This is an optimization exercise on Yosys and OpenROAD, whose aim is small area, not a production implementation. The RTL was checked by simulation tests, not by an equivalence proof against the original design. Power and IR drop assume default switching activity.

## config.mk

```make
export PLATFORM = sky130hd
export DESIGN_NAME = ptc_rx
export DESIGN_NICKNAME = ptc_rx
export VERILOG_FILES = /design/flow/design.v
export SDC_FILE = /design/flow/constraint.sdc
export NUM_CORES = 4
export LEC_CHECK = 0
export CAP_MARGIN = 20
export CORE_MARGIN = 2
export CORE_UTILIZATION = 40
export CTS_BUF_LIST = sky130_fd_sc_hd__clkbuf_4 sky130_fd_sc_hd__clkbuf_8
export PLACE_DENSITY = 0.6
export SLEW_MARGIN = 20
```

## constraint.sdc

```tcl
create_clock -name core_clock -period 12.0 [get_ports {clk}]
set_input_delay 2.4000 -clock core_clock [delete_from_list [all_inputs] [get_ports {clk}]]
set_output_delay 2.4000 -clock core_clock [all_outputs]
set_load 0.01 [all_outputs]
```

## design.v

```verilog
module ptc_decoder #(
    parameter integer W        = 32,    
    parameter integer SHORT_LO = 350,
    parameter integer SHORT_HI = 650,
    parameter integer LONG_LO  = 1050,
    parameter integer LONG_HI  = 1950,
    parameter integer SYNC_LO  = 2800,
    parameter integer SYNC_HI  = 5200,
    parameter integer KIND     = 0,     
    parameter integer VLONG    = 0,     
    parameter integer HASPAR   = 0,     
    parameter integer HASCONST = 0,     
    parameter integer REARM    = 0,     
    parameter integer N        = 13,    
    parameter integer KW       = 5      
) (
    input  wire         clk,
    input  wire         rst,
    input  wire         ev_ts,
    input  wire         ev_arg,
    input  wire [31:0]  ts,
    input  wire [31:0]  arg,
    input  wire         do_enable,
    input  wire         do_disable,
    input  wire         do_init,
    input  wire [7:0]   init_minrep,
    input  wire         do_cbret,
    output reg          msg_stb,
    output reg  [W-1:0] msg,
    output wire         recv_next
);
    localparam integer KIND_PW2 = 0;
    localparam integer KIND_PP  = 1;
    localparam integer KIND_VAR = 2;
    reg          en;
    reg          insync;
    reg [KW-1:0] k;
    reg          ph;
    reg          first;
    reg  [W-1:0] cand;
    reg          px;
    reg  [W-1:0] prev;
    reg  [7:0]   rep;
    reg  [7:0]   minrep;
    reg          in_cb;
    reg  [31:0]  last_ts;
    wire        ev  = ev_ts | ev_arg;
    wire [31:0] x   = ev_ts ? ts : arg;
    wire        act = ev & en;
    wire [N:0]    dl = {1'b0, x[N-1:0]} - {1'b0, last_ts[N-1:0]};
    wire [N-1:0]  d  = dl[N-1:0];
    wire [31:N]   e  = x[31:N] ^ last_ts[31:N];
    wire [31:N]   u;
    assign u[N] = dl[N];
    generate
        if (N < 31) begin : g_u
            assign u[31:N+1] = e[30:N] & last_ts[30:N];
        end
    endgenerate
    wire hz = (e == u);
    wire in_short = hz && (d >= SHORT_LO) && (d < SHORT_HI);
    wire in_long  = hz && (d >= LONG_LO)  && (d < LONG_HI);
    wire in_sync  = hz && (d >= SYNC_LO)  && (d < SYNC_HI);
    wire c_short = in_short;
    wire c_long  = in_long;     
    reg sym_more, sym_bit, sym_b;
    always @* begin
        sym_more = 1'b0;
        sym_bit  = 1'b0;
        sym_b    = 1'b0;
        case (KIND)
            KIND_PW2: begin
                sym_more = !ph && c_short;
                sym_bit  = ph && (c_short || c_long);
                sym_b    = c_long;
            end
            KIND_PP: begin
                sym_more = !ph && (c_short || c_long);
                sym_bit  = ph && (first ? c_short : c_long);
                sym_b    = first;
            end
            default: begin  
                sym_more = !ph && c_short;
                sym_bit  = ph ? c_short : c_long;
                sym_b    = ph ? (VLONG == 0) : (VLONG != 0);
            end
        endcase
    end
    wire [W-1:0] sh_cand = {cand[W-2:0], sym_b};
    wire         bit_ok  = act && insync && sym_bit;
    wire         last    = (k == W - 1);
    wire         bad_cst = (HASCONST != 0) && (k == 8) && (sh_cand[2:0] != 3'b110);
    wire         done    = bit_ok && last;
    wire         valid   = done && ((HASPAR == 0) || !(px ^ sym_b));
    wire         match = (sh_cand == prev);
    wire [7:0]   r0    = match ? rep : 8'd0;
    wire [7:0]   r1    = r0 + 8'd1;
    wire         fire  = valid && (r1 >= minrep);
    wire         disp  = fire && !in_cb;
    reg e_insync;
    always @* begin
        e_insync = insync;
        if (act) begin
            if (!insync)
                e_insync = in_sync;
            else if (sym_more)
                e_insync = 1'b1;
            else if (sym_bit)
                e_insync = !bad_cst && (!last || (valid && REARM != 0));
            else
                e_insync = 1'b0;
        end
    end
    wire e_in_cb = in_cb || disp;
    wire n_in_cb = e_in_cb && !do_cbret;
    wire n_insync = e_insync && !do_enable && !do_init && !(do_cbret && e_in_cb);
    wire [KW-1:0] n_k = act ? (insync ? (sym_bit ? k + 1'b1 : k) : {KW{1'b0}}) : k;
    assign recv_next = n_insync && (n_k >= 4);
    always @(posedge clk) begin
        if (act) begin
            ph    <= insync && sym_more;
            first <= c_long;
            k     <= n_k;
            if (!insync)
                px <= 1'b0;
            else if (sym_bit)
                px <= !last && (px ^ sym_b);
        end
        if (act && sym_bit)
            cand <= sh_cand;
        if (valid)
            prev <= sh_cand;
    end
    always @(posedge clk) begin
        if (rst) begin
            en      <= 1'b0;
            insync  <= 1'b0;
            rep     <= 8'd0;
            minrep  <= 8'd2;
            in_cb   <= 1'b0;
            last_ts <= 32'd0;
            msg     <= {W{1'b0}};
            msg_stb <= 1'b0;
        end else begin
            insync  <= n_insync;
            in_cb   <= n_in_cb;
            msg_stb <= disp;
            if (act)
                last_ts <= x;
            if (disp)
                msg <= sh_cand;
            if (do_enable || do_init)
                en <= 1'b1;
            else if (do_disable)
                en <= 1'b0;
            if (do_init) begin
                rep    <= 8'd0;
                minrep <= init_minrep;
            end else if (valid) begin
                rep <= (r1 >= minrep) ? 8'd0 : r1;
            end
        end
    end
endmodule
module ptc_rx (
    input  wire        clk,
    input  wire        rst,
    input  wire [4:0]  edge_stb,
    input  wire [31:0] ts,
    input  wire        ms_tick,
    input  wire        cmd_stb,
    input  wire [7:0]  cmd,
    input  wire [31:0] arg_a,
    output reg         res_stb,
    output reg         res,
    output wire [4:0]  msg_stb,
    output wire [31:0] msg_aur,
    output wire [31:0] msg_wt4,
    output wire [29:0] msg_liv,
    output wire [23:0] msg_kop,
    output wire [35:0] msg_quh
);
    localparam [3:0] OP_EDGE    = 4'd1;
    localparam [3:0] OP_ENABLE  = 4'd2;
    localparam [3:0] OP_DISABLE = 4'd3;
    localparam [3:0] OP_INIT    = 4'd4;
    localparam [3:0] OP_POLL    = 4'd5;
    localparam [3:0] OP_ISRECV  = 4'd6;
    localparam [3:0] OP_CBRET   = 4'd7;
    reg        isr_pend;
    reg [2:0]  isr_pid;
    reg [15:0] isr_left;
    wire [3:0] op  = cmd[7:4];
    wire [2:0] pid = cmd[2:0];
    wire cmd_ok = cmd_stb && !cmd[3] && (pid < 3'd5);
    wire cmd_acc = cmd_ok && (!isr_pend || op == OP_EDGE || op == OP_CBRET);
    wire [4:0] sel = 5'b00001 << pid;
    wire [4:0] c_edge    = (cmd_acc && op == OP_EDGE)    ? sel : 5'd0;
    wire [4:0] c_enable  = (cmd_acc && op == OP_ENABLE)  ? sel : 5'd0;
    wire [4:0] c_disable = (cmd_acc && op == OP_DISABLE) ? sel : 5'd0;
    wire [4:0] c_init    = (cmd_acc && op == OP_INIT)    ? sel : 5'd0;
    wire [4:0] c_cbret   = (cmd_acc && op == OP_CBRET)   ? sel : 5'd0;
    wire       c_poll    = cmd_acc && op == OP_POLL;
    wire       c_isrecv  = cmd_acc && op == OP_ISRECV;
    wire [4:0] ev_arg = c_edge & ~edge_stb;
    wire [4:0] recv_next;
    ptc_decoder #(
        .W(32), .SHORT_LO(350), .SHORT_HI(650), .LONG_LO(1050), .LONG_HI(1950),
        .SYNC_LO(2800), .SYNC_HI(5200), .KIND(0), .VLONG(0),
        .HASPAR(1), .HASCONST(0), .REARM(0), .N(13), .KW(5)
    ) u_aur (
        .clk(clk), .rst(rst), .ev_ts(edge_stb[0]), .ev_arg(ev_arg[0]), .ts(ts), .arg(arg_a),
        .do_enable(c_enable[0]), .do_disable(c_disable[0]), .do_init(c_init[0]),
        .init_minrep(arg_a[7:0]), .do_cbret(c_cbret[0]),
        .msg_stb(msg_stb[0]), .msg(msg_aur), .recv_next(recv_next[0])
    );
    ptc_decoder #(
        .W(32), .SHORT_LO(700), .SHORT_HI(1300), .LONG_LO(1400), .LONG_HI(2600),
        .SYNC_LO(700), .SYNC_HI(1300), .KIND(2), .VLONG(0),
        .HASPAR(1), .HASCONST(1), .REARM(1), .N(12), .KW(5)
    ) u_wt4 (
        .clk(clk), .rst(rst), .ev_ts(edge_stb[1]), .ev_arg(ev_arg[1]), .ts(ts), .arg(arg_a),
        .do_enable(c_enable[1]), .do_disable(c_disable[1]), .do_init(c_init[1]),
        .init_minrep(arg_a[7:0]), .do_cbret(c_cbret[1]),
        .msg_stb(msg_stb[1]), .msg(msg_wt4), .recv_next(recv_next[1])
    );
    ptc_decoder #(
        .W(30), .SHORT_LO(98), .SHORT_HI(182), .LONG_LO(294), .LONG_HI(546),
        .SYNC_LO(784), .SYNC_HI(1456), .KIND(2), .VLONG(1),
        .HASPAR(0), .HASCONST(0), .REARM(0), .N(11), .KW(5)
    ) u_liv (
        .clk(clk), .rst(rst), .ev_ts(edge_stb[2]), .ev_arg(ev_arg[2]), .ts(ts), .arg(arg_a),
        .do_enable(c_enable[2]), .do_disable(c_disable[2]), .do_init(c_init[2]),
        .init_minrep(arg_a[7:0]), .do_cbret(c_cbret[2]),
        .msg_stb(msg_stb[2]), .msg(msg_liv), .recv_next(recv_next[2])
    );
    ptc_decoder #(
        .W(24), .SHORT_LO(84), .SHORT_HI(156), .LONG_LO(252), .LONG_HI(468),
        .SYNC_LO(672), .SYNC_HI(1248), .KIND(1), .VLONG(0),
        .HASPAR(0), .HASCONST(0), .REARM(0), .N(11), .KW(5)
    ) u_kop (
        .clk(clk), .rst(rst), .ev_ts(edge_stb[3]), .ev_arg(ev_arg[3]), .ts(ts), .arg(arg_a),
        .do_enable(c_enable[3]), .do_disable(c_disable[3]), .do_init(c_init[3]),
        .init_minrep(arg_a[7:0]), .do_cbret(c_cbret[3]),
        .msg_stb(msg_stb[3]), .msg(msg_kop), .recv_next(recv_next[3])
    );
    ptc_decoder #(
        .W(36), .SHORT_LO(245), .SHORT_HI(451), .LONG_LO(900), .LONG_HI(1251),
        .SYNC_LO(1960), .SYNC_HI(3640), .KIND(0), .VLONG(0),
        .HASPAR(0), .HASCONST(0), .REARM(0), .N(12), .KW(6)
    ) u_quh (
        .clk(clk), .rst(rst), .ev_ts(edge_stb[4]), .ev_arg(ev_arg[4]), .ts(ts), .arg(arg_a),
        .do_enable(c_enable[4]), .do_disable(c_disable[4]), .do_init(c_init[4]),
        .init_minrep(arg_a[7:0]), .do_cbret(c_cbret[4]),
        .msg_stb(msg_stb[4]), .msg(msg_quh), .recv_next(recv_next[4])
    );
    wire poll_cmd = recv_next[pid];
    wire poll_isr = recv_next[isr_pid];
    always @(posedge clk) begin
        if (rst) begin
            res_stb  <= 1'b0;
            isr_pend <= 1'b0;
        end else begin
            res_stb <= 1'b0;
            if (c_poll) begin
                res_stb <= 1'b1;
                res     <= poll_cmd;
            end else if (c_isrecv) begin
                if (poll_cmd) begin
                    res_stb <= 1'b1;
                    res     <= 1'b1;
                end else begin
                    isr_pend <= 1'b1;
                    isr_pid  <= pid;
                    isr_left <= arg_a[15:0];
                end
            end else if (isr_pend) begin
                if (poll_isr) begin
                    res_stb  <= 1'b1;
                    res      <= 1'b1;
                    isr_pend <= 1'b0;
                end else if (ms_tick) begin
                    if (isr_left == 16'd0) begin
                        res_stb  <= 1'b1;
                        res      <= 1'b0;
                        isr_pend <= 1'b0;
                    end else begin
                        isr_left <= isr_left - 16'd1;
                    end
                end
            end
        end
    end
endmodule
```

## flow/run.sh

```bash
#!/bin/bash
# The standard layout, with the smallest buffer on each port instead of the
# default port buffer.
set -euo pipefail
export BUFFER_PORTS_ARGS="-buffer_cell sky130_fd_sc_hd__buf_1"
bash standard.sh > flow_make.log 2>&1
```

## standard.sh

```bash
#!/bin/bash
# synth_recipe.tcl (not shown) runs the flow's synth.tcl, then flattens the netlist and writes it again
# the make line also repeats each setting of config.mk as NAME=value (left out here)
make -C /OpenROAD-flow-scripts/flow DESIGN_CONFIG=/design/flow/config.mk WORK_HOME=/design/flow/orfs CLKGATE_MAP_FILE= SYNTH_SCRIPT=/design/flow/synth_recipe.tcl "${@:-finish}"
```

==> qor.yml, run 1 <==
detailed_routing:
  via_per_inst: 5.39
  drc_errors: 0
  dr.pass1.iters: 8
  drtAntennaViolNets: 0
  vias: 30900
  avgRoutedWirePerCell_um: 18.8
  drt_iter0_markers: 2070
  routed_wl_mm: 108
placed_design:
  io_buffers: 241
  place.gp.congestion: 0.858
  place_ws_ns: 2.09
  hpwl_mm: 72.5
logic_synthesis:
  synth_top_family_by_area: "simple AND/OR/NAND/NOR gates"
  synth-async-reset-ratio_pct: 0
  netlist.area_leader.share_pct: 26.7
  ys_seq_area_share_pct: 47.5
  synth_simple_gate_area_share_pct: 15.6
  synth.avg_cell_area_um2: 9.86
  synth_edf_count: 357
  syn-cell-area_um2: 40100
  synth_mux_area_share_pct: 5.39
  syn-num-nets: 4363
  synth-seq-cells: 773
  synthCells: 4067
  synthTopCellsByArea: "edfxtp_1, dfxtp_1, ha_1"
  ys_types: 110
  synthXorXnorAreaFrac_pct: 7.71
  synthAdderAreaFrac_pct: 6.80
  ys.flop_type: "dfxtp_1"
  yosysTopAreaCell: "edfxtp_1"
  synth_compound_area_share_pct: 13.4
  synth_warnings: 6
floorplanning:
  fp.dieH_um: 321
  io_pins: 242
  rows: 116
  design.core.area_um2: 99700
  initial_core_util_pct: 40.2
  die_w_um: 321
  die-area_um2: 103000
global_route:
  grt_pass1_wl_mm: 168
  first_global_vias: 29500
  grt_usage_pct: 20.7
  grt_max_degree: 167
  antenna_found_initial: 11
  grt-ovfl-total: 0
critical_path:
  crit_type: "in2reg"
  slowest_stage: "nor4b_2"
  cp.required_ns: 12.77
  cp.arrival_ns: 9.57
  worst-path-max-fanout: 33
  end_kind: "flip-flop"
  cpMostUsedCell: "a21o_1"
  worstSetupStartpointType: "input port"
  crit_family: "simple AND/OR/NAND/NOR gates"
  cpPeakStageDelay_ns: 0.75
  cp_num_buf_inv: 3
clock_network:
  numCtsBuffers: 139
  clk_path_buf_depth: 3
  cts_tree: "yes"
  htreeDepth: 4
  post_cts_buffers: 0
  clk_pin_slew_ns: 0.06
  cts_sinks: 773
  ctsResizeCount: 0
  clkLatencyLatePin_ns: 0.85
  cts_root_buffer: "clkbuf_8"
  cts_hold_buf: 0
power_and_ir_drop:
  power_leakage_nw: 15.8
  power_density_nw_per_um2: 130
  peakVddDrop_mv: 0.100
run:
  drv_cap: 0
sta:
  final.period_utilization_pct: 73.4
  clock_skew_ns: 0.0380
  finalHoldViolCount: 0
  max_freq_mhz: 114
  rsz0062_at_grt: "no"
  setup-tns-final_ns: 0
  tightest_slew_ns: 1.29
  setup_viol: 0
  whs_ns: 0.447
  finalCriticalPeriod_ns: 8.81
  final.setup.worst_slack_ns: 3.19
  slew_violations: 0
  relSlewSlack_pct: 13.3
final_layout:
  drive_gt1_share_pct: 9.92
  area_growth_pct: 13.1
  fillers: 9493
  regArea_um2: 19000
  multi_input_area_um2: 19700
  fin_nets: 4607
status:
  status: "timing/DRC/antenna clean"
worst_hold_path:
  min_path_type: "reg2reg"
report_power, final:
part	total, mW	internal, mW	switching, mW
Clock	2.63	1.47	1.16
Sequential	2.74	2.73	0.000909
Combinational	0.517	0.182	0.335
Total	5.88	4.38	1.50
cell usage after synthesis (8+ instances only):
master      n
a211o_1    15
a211oi_1  127
a21o_1     43
a21oi_1   339
a31oi_1    11
and2_1     25
and3_1     33
buf_1      29
buf_2      21
buf_4      12
clkbuf_1  134
dfxtp_1   416
edfxtp_1  357
ha_1      210
inv_1     162
mux2_2     55
mux2i_1   154
nand2_1   571
nand2b_1   37
nand3_1    94
nand3b_1    8
nand4_1    73
nor2_1    298
nor2b_1    14
nor3_1     49
nor3b_1    17
nor4_1     57
o211a_1     9
o211ai_1   17
o21a_1      9
o21ai_0    75
o21ai_1    17
o311a_1     8
o31ai_1    13
or2_2       8
or3_1      13
xnor2_1   233
xor2_1    115
stage by stage:
stage          std cells  utilization [%]  instance area (um2)  power [mW]
6_report            5730             45.5                45400        5.88
5_1_grt             5729             45.5                45400        6.13
4_1_cts             5722             45.4                45300        5.96
3_5_place_dp        5466             42.5                42300        3.30
3_3_place_gp        5466             42.5                42300        3.30
2_1_floorplan       4067                -                40100        3.15
worst reg2reg max path: stages (launching register included):
cell and delay [ns]:
dfxtp_1 0.32, ha_1 0.28, xnor2_1 0.15, or4_1 0.54, nor3_1 0.20, nand4_1 0.28
nor4_1 0.71, nand2_1 0.11, nor3_1 0.28, buf_4 0.21, xnor2_1 0.12, nand3_1 0.29
nor2_1 0.27, ha_1 0.29, ha_1 0.28, a21o_1 0.16, a21o_1 0.17, a21o_1 0.17
a21o_1 0.17, a21oi_1 0.13, nor2b_1 0.05, o21ai_0 0.15, nand2b_1 0.13, nor4b_2 0.75
o21ai_0 0.19, a21oi_1 0.17
area by class of cell:
| type | count | share of cell area [%] |
|---|---|---|
| inverters | 165 | 1.37 |
| clock buffers | 220 | 5.86 |
| repair buffers | 299 | 3.06 |
| diodes | 6 | 0.0331 |
| clock inverters | 36 | 0.695 |
| multi-input cells | 2933 | 43.4 |
| well taps | 1298 | 3.58 |
| flip-flops and latches | 773 | 42.0 |
placed cells by master, fill, tap and decap left out, types with 11 or more instances in the layout:
master / Yosys / routed
clkbuf_8: 0 / 161
inv_1: 162 / 159
nor2_1: 298 / 291
xor2_1: 115 / 115
mux2_2: 55 / 55
a211oi_1: 127 / 127
xnor2_1: 233 / 233
o211ai_1: 17 / 17
a31oi_1: 11 / 11
nor3_1: 49 / 46
o21ai_0: 75 / 74
and3_1: 33 / 33
o21ai_1: 17 / 18
a211o_1: 15 / 15
dfxtp_1: 416 / 416
clkbuf_4: 0 / 60
and2_1: 25 / 25
a21oi_1: 339 / 339
or3_1: 13 / 13
nor3b_1: 17 / 16
nand2b_1: 37 / 37
o31ai_1: 13 / 13
nand3_1: 94 / 94
buf_4: 12 / 55
nor4_1: 57 / 55
nand4_1: 73 / 73
nor2b_1: 14 / 14
mux2i_1: 154 / 154
edfxtp_1: 357 / 357
buf_1: 29 / 235
ha_1: 210 / 210
nand2_1: 571 / 571
a21o_1: 43 / 43
final timing paths:
check | startpoint | slack [ns] | cells after the start | endpoint
min reg2reg | u_aur.msg[29] | 0.45 | 2 | u_aur.msg[29]
max | edge_stb[0] | 3.19 | 28 | u_aur.rep[0]
max reg2reg | u_aur.last_ts[30] | 5.36 | 25 | u_aur.rep[0]
min | u_aur.msg[29] | 0.45 | 2 | u_aur.msg[29]
state kept, by name, indices dropped and copies added (netlist names), 31 cells and up:
signal,flops
u_aur.cand,31
u_aur.last_ts,32
u_aur.msg,32
u_aur.prev,32
u_kop.last_ts,32
u_liv.last_ts,32
u_quh.cand,35
u_quh.last_ts,32
u_quh.msg,36
u_quh.prev,36
u_wt4.cand,31
u_wt4.last_ts,32
u_wt4.msg,32
u_wt4.prev,32
layer usage:
metal / share of wire [%] / GRT usage [%] / up-vias
met5: 0.074 / 0 / -
met4: 2.6 / 7.70 / 12
met3: 5.3 / 4.07 / 203
met2: 45 / 31.8 / 737
met1: 47 / 28.7 / 14800
li1: - / - / 15100
kinds of logic (layout without fill, tap and decap cells):
group	count (synthesis)	after routing
simple gates	1349	1349
mux	209	209
other cells	0	6
xor+xnor	350	350
fa+ha+maj	215	215
flops	773	773
buf+inv	361	720
compound gates	810	810
==> inputs of run 2 (changes only) <==
==> run.sh (new file) <==
#!/bin/bash
# synth_recipe.tcl (not shown) runs the flow's synth.tcl, then flattens the netlist and writes it again
# the make line also repeats each setting of config.mk as NAME=value (left out here)
make -C /OpenROAD-flow-scripts/flow DESIGN_CONFIG=/design/flow/config.mk WORK_HOME=/design/flow/orfs CLKGATE_MAP_FILE= SYNTH_SCRIPT=/design/flow/synth_recipe.tcl finish
--- a/config.mk
+++ b/config.mk
@@ -9,5 +9,4 @@
 export CORE_MARGIN = 2
 export CORE_UTILIZATION = 40
-export CTS_BUF_LIST = sky130_fd_sc_hd__clkbuf_4 sky130_fd_sc_hd__clkbuf_8
 export PLACE_DENSITY = 0.6
 export SLEW_MARGIN = 20
removed: flow/run.sh
removed: standard.sh
==> qor.yml, run 2 <==
critical_path:
  reg2reg_slack_ns: 5.09
  cpPeakStageDelay_ns: 0.70
  slowest_stage: "nor4_1"
  end_kind: "flip-flop"
  r2r-start: "u_aur.last_ts[30]"
  crit_type: "in2reg"
  worstSetupStartpointType: "input port"
  cp.arrival_ns: 10.08
  reg2reg_depth: 24
  cp.required_ns: 12.58
  worst-path-max-fanout: 19
  cpMostUsedCell: "a21o_1"
  rr_endpoint: "u_aur.rep[0]"
global_route:
  grt-ovfl-total: 0
  antenna_found_initial: 11
  use_met1_pct: 28.1
  grt_max_degree: 130
  grt_pass1_wl_mm: 166
  gr-max-usage-layer: "met2"
  gr-usage-met2_pct: 31.9
  met3_usage_pct: 4.20
  grt_usage_pct: 20.4
  first_global_vias: 29000
final_layout:
  fillers: 9307
  reg.largest.list: "u_quh.msg: 36 flops, u_quh.prev: 36 flops, u_quh.cand: 35 flops"
  most-common-layout-cells: "nand2_1, dfxtp_1, edfxtp_1"
  final_area_um2: 46600
  multi_input_area_um2: 19700
  drive_gt1_share_pct: 7.20
  regArea_um2: 19000
  area_growth_pct: 16.1
  layout_commonest_cell: "nand2_1"
  fin_nets: 4544
sta:
  rsz0062_at_grt: "no"
  final.setup.worst_slack_ns: 2.51
  slew_violations: 0
  setup_viol: 0
  max_freq_mhz: 105
  tightest_slew_ns: 1.07
  finalCriticalPeriod_ns: 9.49
  relSlewSlack_pct: 28.6
  setup-tns-final_ns: 0
  final.period_utilization_pct: 79.1
  finalHoldViolCount: 0
  clock_skew_ns: 0.0284
placed_design:
  io_buffers: 241
  place_area_um2: 43700
  place.gp.congestion: 0.880
  place_ws_ns: 2.00
  hpwl_mm: 73.7
worst_hold_path:
  hold_start: "u_quh.msg[6]"
  min_path_type: "reg2reg"
  hold_end: "u_quh.msg[6]"
  worstHoldPathCells: 2
clock_network:
  clk_path_buf_depth: 3
  clkLatencyLatePin_ns: 0.67
  cts_tree: "yes"
  cts_root_buffer: "clkbuf_16"
  cts_sinks: 773
  htreeDepth: 3
  ctsResizeCount: 0
  post_cts_buffers: 0
  clk_pin_slew_ns: 0.06
  cts_hold_buf: 0
  numCtsBuffers: 88
logic_synthesis:
  synth_warnings: 6
  synthCells: 4067
  syn-num-nets: 4363
  synthTopCellsByArea: "edfxtp_1, dfxtp_1, ha_1"
  synth-async-reset-ratio_pct: 0
  synth-seq-cells: 773
  ys_types: 110
  yosysMostFrequentCell: "nand2_1"
  synth.avg_cell_area_um2: 9.86
  ys.flop_type: "dfxtp_1"
  ys_seq_area_share_pct: 47.5
  synth_common_cells: "nand2_1, dfxtp_1, edfxtp_1, a21oi_1, nor2_1"
  yosysTopAreaCell: "edfxtp_1"
  synth_edf_count: 357
  syn-cell-area_um2: 40100
  netlist.area_leader.share_pct: 26.7
detailed_routing:
  drc_errors: 0
  routed_wl_mm: 107
  avgRoutedWirePerCell_um: 19.0
  via_per_inst: 5.40
  drt_iter0_markers: 2051
  drtAntennaViolNets: 0
  dr.pass1.iters: 6
  vias: 30400
floorplanning:
  design.core.area_um2: 99700
  fp.dieH_um: 321
  io_pins: 242
  initial_core_util_pct: 40.2
  die_w_um: 321
  die-area_um2: 103000
  rows: 116
status:
  status: "timing/DRC/antenna clean"
power_and_ir_drop:
  p_total_mw: 5.89
  power_density_nw_per_um2: 126
  peakVddDrop_mv: 0.110
  power_leakage_nw: 16.1
run:
  drv_cap: 0
run 2: worst max-delay path by stage:
stage                     start            end  slack (ns)  cells after the start
finish              edge_stb[0]   u_aur.rep[0]        2.51                     27
global route        edge_stb[0]   u_aur.rep[0]        2.04                     27
CTS                 edge_stb[0]  u_aur.msg[11]        2.65                     28
detailed placement  edge_stb[0]  u_aur.msg[11]        2.00                     28
global placement    edge_stb[4]   u_quh.rep[0]        2.03                     28
floorplan           edge_stb[0]  u_aur.msg[10]        1.57                     19
run 2: through the flow:
| step | util, % | cells | hold WS [ns] |
|---|---|---|---|
| global placement | 43.9 | 5454 | 0.438 |
| CTS | 46.7 | 5617 | 0.450 |
| global route | 46.7 | 5620 | 0.465 |
| floorplan | - | 4067 | 0.432 |
| finish | 46.7 | 5622 | 0.446 |
| detailed placement | 43.9 | 5454 | 0.442 |
run 2: critical path: cells and delay by family:
kind,cells,cell delay (ns)
compound gates,8,1.33
xor+xnor,2,0.33
fa+ha+maj,3,0.85
buf+inv,2,0.77
mux,1,0.34
simple gates,11,4.03
run 2: routing by layer:
layer / vias up / share of wire, %
met1: 14500 / 47
met3: 169 / 5.8
met5: - / 0.069
li1: 15000 / -
met2: 676 / 45
met4: 14 / 2.6
run 2: report_power, final:
| group | internal (mW) | leakage, nW | switching [mW] |
|---|---|---|---|
| Clock | 1.52 | 1.36 | 1.10 |
| Combinational | 0.196 | 8.16 | 0.330 |
| Sequential | 2.73 | 6.54 | 0.000914 |
| Total | 4.45 | 16.1 | 1.43 |
run 2: cell families (layout without fill, tap and decap cells):
group | Yosys count | after routing | share of synthesized area [%]
AND/OR/NAND/NOR | 1349 | 1349 | 15.6
AO/OA/AOI/OAI | 810 | 810 | 13.4
flip-flops | 773 | 773 | 47.5
buffers and inverters | 361 | 615 | 3.56
XOR/XNOR | 350 | 350 | 7.71
adder cells (fa/ha/maj) | 215 | 215 | 6.80
multiplexers | 209 | 209 | 5.39
other | 0 | 3 | 0
run 2: cell type report:
cell class | count | share of cell area [%]
clock inverters | 42 | 0.768
well taps | 1298 | 3.49
inverters | 165 | 1.33
diodes | 3 | 0.0161
repair buffers | 287 | 5.95
flip-flops and latches | 773 | 40.9
multi-input cells | 2933 | 42.3
clock buffers | 121 | 5.21

## static timing again, ports no longer ideal
In the flow no input, the clock included, has a driving cell. The finished layouts below were timed again as built, in two steps.
Step 1 sets driving cells, clkbuf_16 on the clock port and buf_2 on the other inputs (assumed; they add their load-dependent delay and slew).
Step 2 moves the port delays by t, midway between the first and last clock arrival at a register: inputs arrive t later, outputs are due t later. That takes back most of the time a late clock gives input paths.
Three values: ideal ports, drivers, drivers and shift; two values: the first two.
| run | t (ns) | setup slack, ns | hold slack, ns | worst register clock-pin slew, ns | pins driven straight from the clock port |
|---|---|---|---|---|---|
| run 1 | 0.895 | 3.195 / 3.160 / 2.265 | 0.447 / 0.447 / 0.447 | 0.07 / 0.07 | 1 |
| run 2 | 0.728 | 2.507 / 2.491 / 1.763 | 0.446 / 0.446 / 0.446 | 0.06 / 0.06 | 1 |
After both steps setup and hold are still met in every run listed. For run 1, which loses most, drivers alone change the setup slack by -0.035 ns; drivers and shift together by -0.930 ns.
